Background: an optimization exercise with open tools, aiming at a short achievable clock period and few clock cycles. Do not read the settings as production practice. Function was checked by simulation only, so behaviour that the tests miss may differ from the original. No activity file was given, so power comes from the tool's default toggle rates.

`config.mk`:
```
export PLATFORM = sky130hd
export DESIGN_NAME = rlgr_decoder
export DESIGN_NICKNAME = rlgr_decoder
export VERILOG_FILES = /design/flow/design.v
export SDC_FILE = /design/flow/constraint.sdc
export NUM_CORES = 4
export LEC_CHECK = 0
export CAP_MARGIN = 20
export CORE_MARGIN = 2
export CORE_UTILIZATION = 40
export SLEW_MARGIN = 20
```
`constraint.sdc`:
```
create_clock -name core_clock -period 9.0 [get_ports {clk}]
set_input_delay 1.8000 -clock core_clock [delete_from_list [all_inputs] [get_ports {clk}]]
set_output_delay 1.8000 -clock core_clock [all_outputs]
set_load 0.01 [all_outputs]
```
`design.v`:
```
module rlgr_decoder (
    input  wire        clk,
    input  wire        rst,           
    input  wire        start,
    input  wire [12:0] count,         
    input  wire [16:0] len,           
    input  wire [3:0]  kr_init,
    input  wire [3:0]  kgr_init,
    output wire        busy,
    output reg         done,
    output reg         err,
    output reg  [19:0] bits_used,
    output reg  [12:0] emitted,
    output reg  [3:0]  kr_out,
    output reg  [3:0]  kgr_out,
    output wire        in_ren,
    output wire [13:0] in_addr,
    input  wire [31:0] in_rdata,
    output wire        coef_we,
    output wire [11:0] coef_addr,
    output wire [15:0] coef_wdata
);
    localparam [3:0] S_IDLE = 4'd0,
                     S_REQ  = 4'd1,    
                     S_WAIT = 4'd2,    
                     S_BIT  = 4'd3,    
                     S_NZ   = 4'd4,    
                     S_ZRUN = 4'd5,    
                     S_FILL = 4'd6,    
                     S_FIN  = 4'd7,    
                     S_ERR  = 4'd8;    
    localparam [1:0] PH_UNARY = 2'd0,
                     PH_RUN   = 2'd1,
                     PH_REM   = 2'd2,
                     PH_SIGN  = 2'd3;
    reg  [3:0]  state;
    reg  [1:0]  phase;
    reg  [12:0] n_tgt;        
    reg  [19:0] nbits;        
    reg  [3:0]  kr, kgr;
    reg  [19:0] p;            
    reg  [19:0] pos;          
    reg  [12:0] idx;          
    reg  [12:0] n_emit;       
    reg  [19:0] q;            
    reg  [14:0] acc;          
    reg  [3:0]  cnt;          
    reg         sign;
    reg  [15:0] run;          
    reg  [31:0] word;
    reg  [13:0] word_addr;
    reg         word_ok;
    wire [4:0]  bit_sel  = {p[4:3], ~p[2:0]};
    wire        cur_bit  = word[bit_sel];
    wire        have_bit = word_ok && (word_addr == p[18:5]);
    wire [14:0] acc_next = {acc[13:0], cur_bit};
    wire [35:0] mag     = ({16'd0, q - 20'd1} << kgr) + {21'd0, acc};
    wire [35:0] mag1    = mag + 36'd1;
    reg  [5:0]  log2_mag1;
    integer     b;
    always @(*) begin
        log2_mag1 = 6'd0;
        for (b = 0; b < 36; b = b + 1)
            if (mag1[b]) log2_mag1 = b[5:0];
    end
    wire [15:0] nz_value = sign ? ((mag >= 36'd32768) ? 16'h8000 : (~mag1[15:0] + 16'd1))
                                : ((mag >= 36'd32767) ? 16'h7fff : mag1[15:0]);
    wire [3:0]  kgr_next = ({2'b00, kgr} > log2_mag1) ? (kgr - log2_mag1[3:0]) : 4'd0;
    wire [3:0]  kr_next  = (kr == 4'd15) ? 4'd15 : kr + 4'd1;
    wire        last_coef = (idx + 13'd1 == n_tgt);
    assign busy       = (state != S_IDLE);
    assign in_ren     = (state == S_REQ);
    assign in_addr    = p[18:5];
    assign coef_we    = (state == S_NZ) || (state == S_ZRUN) ||
                        ((state == S_FILL) && (idx != n_tgt));
    assign coef_addr  = idx[11:0];
    assign coef_wdata = (state == S_NZ) ? nz_value : 16'd0;
    always @(posedge clk) begin
        if (rst) begin
            state     <= S_IDLE;
            phase     <= PH_UNARY;
            done      <= 1'b0;
            err       <= 1'b0;
            bits_used <= 20'd0;
            emitted   <= 13'd0;
            kr_out    <= 4'd0;
            kgr_out   <= 4'd0;
            word_ok   <= 1'b0;
        end else begin
            done <= 1'b0;
            case (state)
            S_IDLE: begin
                if (start) begin
                    n_tgt   <= count;
                    nbits   <= {len, 3'b000};
                    kr      <= kr_init;
                    kgr     <= kgr_init;
                    p       <= 20'd0;
                    pos     <= 20'd0;
                    idx     <= 13'd0;
                    n_emit  <= 13'd0;
                    q       <= 20'd0;
                    phase   <= PH_UNARY;
                    word_ok <= 1'b0;
                    if (count > 13'd4096 || len > 17'd65536)
                        state <= S_ERR;
                    else if (count == 13'd0)
                        state <= S_FIN;
                    else
                        state <= S_BIT;
                end
            end
            S_REQ: state <= S_WAIT;
            S_WAIT: begin
                word      <= in_rdata;
                word_addr <= p[18:5];
                word_ok   <= 1'b1;
                state     <= S_BIT;
            end
            S_BIT: begin
                if (p >= nbits) begin
                    n_emit <= idx;
                    state  <= S_FILL;
                end else if (!have_bit) begin
                    state <= S_REQ;
                end else begin
                    p <= p + 20'd1;
                    case (phase)
                    PH_UNARY: begin
                        if (cur_bit) begin
                            if (q == 20'd0) begin
                                if (kr == 4'd0) begin
                                    run   <= 16'd1;
                                    state <= S_ZRUN;
                                end else begin
                                    phase <= PH_RUN;
                                    cnt   <= kr;
                                    acc   <= 15'd0;
                                end
                            end else begin
                                acc <= 15'd0;
                                if (kgr == 4'd0) begin
                                    phase <= PH_SIGN;
                                end else begin
                                    phase <= PH_REM;
                                    cnt   <= kgr;
                                end
                            end
                        end else begin
                            q <= q + 20'd1;
                        end
                    end
                    PH_RUN: begin
                        acc <= acc_next;
                        cnt <= cnt - 4'd1;
                        if (cnt == 4'd1) begin
                            run   <= {1'b0, acc_next} + 16'd1;
                            state <= S_ZRUN;
                        end
                    end
                    PH_REM: begin
                        acc <= acc_next;
                        cnt <= cnt - 4'd1;
                        if (cnt == 4'd1)
                            phase <= PH_SIGN;
                    end
                    PH_SIGN: begin
                        sign  <= cur_bit;
                        state <= S_NZ;
                    end
                    endcase
                end
            end
            S_NZ: begin
                idx   <= idx + 13'd1;
                kgr   <= kgr_next;
                kr    <= kr_next;
                pos   <= p;
                q     <= 20'd0;
                phase <= PH_UNARY;
                if (last_coef) begin
                    n_emit <= n_tgt;
                    state  <= S_FIN;
                end else begin
                    state  <= S_BIT;
                end
            end
            S_ZRUN: begin
                idx <= idx + 13'd1;
                run <= run - 16'd1;
                if (run == 16'd1 || last_coef) begin
                    kr    <= kr_next;
                    pos   <= p;
                    q     <= 20'd0;
                    phase <= PH_UNARY;
                    if (last_coef) begin
                        n_emit <= n_tgt;
                        state  <= S_FIN;
                    end else begin
                        state  <= S_BIT;
                    end
                end
            end
            S_FILL: begin
                if (idx == n_tgt)
                    state <= S_FIN;
                else
                    idx <= idx + 13'd1;
            end
            S_FIN: begin
                done      <= 1'b1;
                err       <= 1'b0;
                bits_used <= pos;
                emitted   <= n_emit;
                kr_out    <= kr;
                kgr_out   <= kgr;
                state     <= S_IDLE;
            end
            S_ERR: begin
                done  <= 1'b1;
                err   <= 1'b1;
                state <= S_IDLE;
            end
            default: state <= S_IDLE;
            endcase
        end
    end
endmodule
```
`run.sh`:
```
#!/bin/bash
# synth_recipe.tcl (not shown) runs the flow's synth.tcl, then flattens the netlist and writes it again
# the make line also repeats each setting of config.mk as NAME=value (left out here)
make -C /OpenROAD-flow-scripts/flow DESIGN_CONFIG=/design/flow/config.mk WORK_HOME=/design/flow/orfs CLKGATE_MAP_FILE= SYNTH_SCRIPT=/design/flow/synth_recipe.tcl finish
```
==> out/qor.csv <==
metric;value;unit
clock_path_buffers;3;
end_kind;primary output;
clock_latency;0.57;ns
vias;15320;
avgSynthCellArea;9.241;µm²
worstPathMaxFanout;11;
totalWireLength;51210;µm
min_period;8.617;ns
row_count;77;
drcViolationCount;0;
ant_nets;0;
fmax;0.1161;GHz
power_frac_comb;36.5;%
wl_per_cell;19.05;µm
start_kind;flop;
yosys.cell_types.count;100;
p_per_area;206.6;nW/µm²
cts_max_level;1;
nNetsFinal;2201;
finalNonFillerCells;2688;
dp_hpwl;37800;µm
tightest_slew;1.022;ns
cts_tree;yes;
dieArea;46460;µm²
p_clk_share;26.7;%
critPathCapture;coef_wdata[1];
cp.required;7.20;ns
swShare;36.72;%
p_sw;1.624;mW
area_growth;19.62;%
ys_ff_latch;256;
r2r_start;q[6];
intPower;2.799;mW
portBuffers;160;
final-setup-viol-count;0;
reg2reg_depth;29;
cts_buffers;29;
status;finished clean;
power.total;4.423;mW
drive_above_1_share;10.84;%
min_path_type;flop to flop;
placedCellCount;2621;
grt_start_max_net_pins;59;
grt_pass1_wl;81300;µm
synth_edf_count;206;
finalMaxSlewViolations;0;
first_pass_iters;5;
cts.clk_slew.worst_paths;0.06;ns
skew;0.01521;ns
cp-startpoint;q[6];
reg2reg_setup_slack;0.60;ns
worstPathArrival;6.82;ns
synthFlopType;edfxtp_1;
boundaryPins;161;
vdd_ir_drop_max;166.5;µV
maxCapViolCount;0;
yosysWarnings;1;
synth.cell_area;17900;µm²
initial_core_util;40.48;%
clockRootBuffer;clkbuf_16;
hold_buffers;0;
die_h;215.5;µm
core_area;44220;µm²
place.gp.congestion;0.9038;
async_reset_ff_share;0;%
grt_usage;21.52;%
pwr-share-seq;36.9;%
antenna_found_initial;2;
hold_depth;2;
syn_nets;2066;
grt_pass1_vias;14870;
cts.sinks;256;
hold_viol_final;0;
dr.first_iter.drc_count;1201;
rr_endpoint;kgr[0];
setup.worst_path.class;flop to primary output;
die_w;215.5;µm
slew_headroom;31.89;%
leakagePower;7.591;nW
grt-ovfl-total;0;
post-route-period-util;95.74;%
synthCells;1937;
grt_setup_unrepaired;false;
ys_seq_area_share;40.15;%
via_per_inst;5.698;
[Yosys cell counts, drive strengths merged (22+ instances only)]
cell	number	area (µm²)
nand2	212	795.8
edfxtp	206	6186
nor2	158	598.1
a21oi	123	623.1
xnor2	96	840.8
nand3	86	430.4
clkbuf	81	304.0
xor2	74	648.1
o21ai	69	364.1
ha	54	675.7
and2	53	331.6
inv	53	198.9
dfxtp	50	1001
nor3	45	225.2
buf	43	287.8
nor4	37	280.3
and3	35	219.0
nand4	31	200.2
or3	26	162.7
or4	24	198.9
o31ai	23	177.7
a21o	22	165.2
[cell usage in the layout (no fill, tap or decap), types with 19 or more instances in the layout]
cell type        Yosys  layout
nand2_1            212     212
edfxtp_1           206     206
nor2_1             156     151
clkdlybuf4s50_1      0     143
a21oi_1            121     120
xnor2_1             96      94
nand3_1             86      84
xor2_1              74      74
buf_4               28      66
o21ai_0             58      54
inv_1               51      51
and2_1              51      51
ha_1                54      51
dfxtp_1             50      50
nor3_1              45      40
and3_1              35      35
nor4_1              32      31
nand4_1             30      30
clkbuf_16            0      30
or3_1               26      25
a21o_1              22      22
o31ai_1             22      21
nand2b_1            21      20
o21a_1              20      19
mux2i_1             20      19
o211ai_1            19      19
[layer usage]
layer | vias up | wire, µm | track usage [%]
li1 | 7482 | - | -
met2 | 420 | 23690 | 35.39
met5 | - | 0 | 0
met3 | 75 | 2807 | 3.073
met1 | 7339 | 23510 | 29.65
met4 | 0 | 1210 | 5.931
[registers in the layout, indices dropped and copies added, names as in the netlist, 13 cells and up]
register	count
q	20
p	20
n_tgt	13
n_emit	13
acc	15
pos	20
emitted	13
idx	13
nbits	17
bits_used	20
word	32
run	16
word_addr	14
[worst min-delay path by stage]
| stage | end | slack, ns | start |
|---|---|---|---|
| floorplan | word_ok | 0.44 | word_ok |
| global placement | emitted[3] | 0.45 | emitted[3] |
| detailed placement | emitted[8] | 0.45 | emitted[8] |
| CTS | emitted[7] | 0.46 | emitted[7] |
| global route | emitted[7] | 0.47 | emitted[7] |
| finish | emitted[7] | 0.45 | emitted[7] |
[worst max-delay path: stages (launching register included)]
cell and delay, ns:
edfxtp_1 0.38, or4_4 0.59, buf_4 0.21, or4_4 0.50, a21o_1 0.23, a32oi_2 0.26
o21a_1 0.16, nand2_1 0.07, o21ai_0 0.12, ha_1 0.30, a21o_1 0.22, a22o_1 0.26
a2111o_1 0.38, a31o_2 0.29, o21a_2 0.18, nand3_2 0.13, or4_4 0.16, and2_0 0.17
o2111ai_1 0.17, or4_4 0.63, nand2b_4 0.20, buf_4 0.17, o31ai_1 0.19, a21oi_1 0.06
dlymetal6s2s_1 0.21
[kinds of logic (layout without fill, tap and decap cells)]
| logic type | after synthesis | in the layout | share of synthesized area (%) |
|---|---|---|---|
| flip-flops | 256 | 256 | 40.15 |
| AND/OR/NAND/NOR | 783 | 783 | 22.32 |
| buffers and inverters | 178 | 335 | 4.439 |
| multiplexers | 34 | 34 | 2.691 |
| AO/OA/AOI/OAI | 460 | 460 | 18.08 |
| XOR/XNOR | 170 | 170 | 8.318 |
| adder cells (fa/ha/maj) | 56 | 56 | 3.998 |
| other | 0 | 2 | 0 |
[power by group through the flow]
stage | logic (mW) | registers (mW) | clock network [mW]
floorplan | 1.15 | 1.57 | 0
global placement | 1.53 | 1.65 | 0
detailed placement | 1.55 | 1.65 | 0
CTS | 1.57 | 1.63 | 1.20
global route | 1.77 | 1.65 | 1.25
finish | 1.61 | 1.63 | 1.18
[area by class of cell]
cell class / count / area [µm²]
Sequential cell: 256 / 7187
Antenna cell: 2 / 5.005
Tap cell: 592 / 740.7
Clock inverter: 13 / 133.9
Fill cell: 4149 / 22810
Multi-Input combinational cell: 1503 / 10170
Inverter: 54 / 202.7
Timing Repair Buffer: 228 / 2165
Clock buffer: 40 / 808.3
[stage by stage]
step           instance area, µm²  utilization (%)  worst slack, ns  hold slack [ns]  setup TNS [ns]
2_1_floorplan               17900                -           0.5875           0.4367               0
3_3_place_gp                20140            45.53           0.2641           0.4452               0
3_5_place_dp                20140            45.53        -0.006454           0.4494       -0.008038
4_1_cts                     21180            47.89        0.0003362           0.4573               0
5_1_grt                     21410            48.41          0.01328           0.4714               0
6_report                    21410            48.42           0.3834           0.4540               0
[timing repair]
| action | 4_1_cts | 5_1_grt |
|---|---|---|
| pin swaps | 2 | 6 |
| buffers inserted | 2 | 8 |
| endpoints found under the hold margin | 0 | 0 |
| resized for setup | 20 | 36 |
| setup endpoints to repair | 16 | 20 |
| cloned | 0 | 0 |
Testbench counts, summed over its fixed seeds: cycles 1,466,652.

-- separate check: timing with driven ports --
No port has a modelled driver above. Below, the same layout with a new extraction and two added sets of constraints.
Step 1: set_driving_cell puts a clkbuf_16 on clk and a buf_2 on each other input, an assumption about the parent block.
Step 2 adds t to the input delays and takes it off the output delays; t is the mean of the earliest and latest rising clock arrival at the registers after step 1. Input paths then give back, and output paths get back, about the clock's delay inside the block.
Slacks: ideal ports / drivers / drivers and shift; pairs: ideal ports / drivers.
t, ns: 0.617
setup slack, ns: 0.383 / 0.333 / 0.602
worst setup path at the end: register to register
latest minus earliest clock arrival (ns): 0.016 / 0.016
worst data-port slew with drivers (ns): 0.10
After both steps this run still meets setup and hold. For this run, drivers alone change the setup slack by -0.050 ns; drivers and shift together by +0.219 ns.
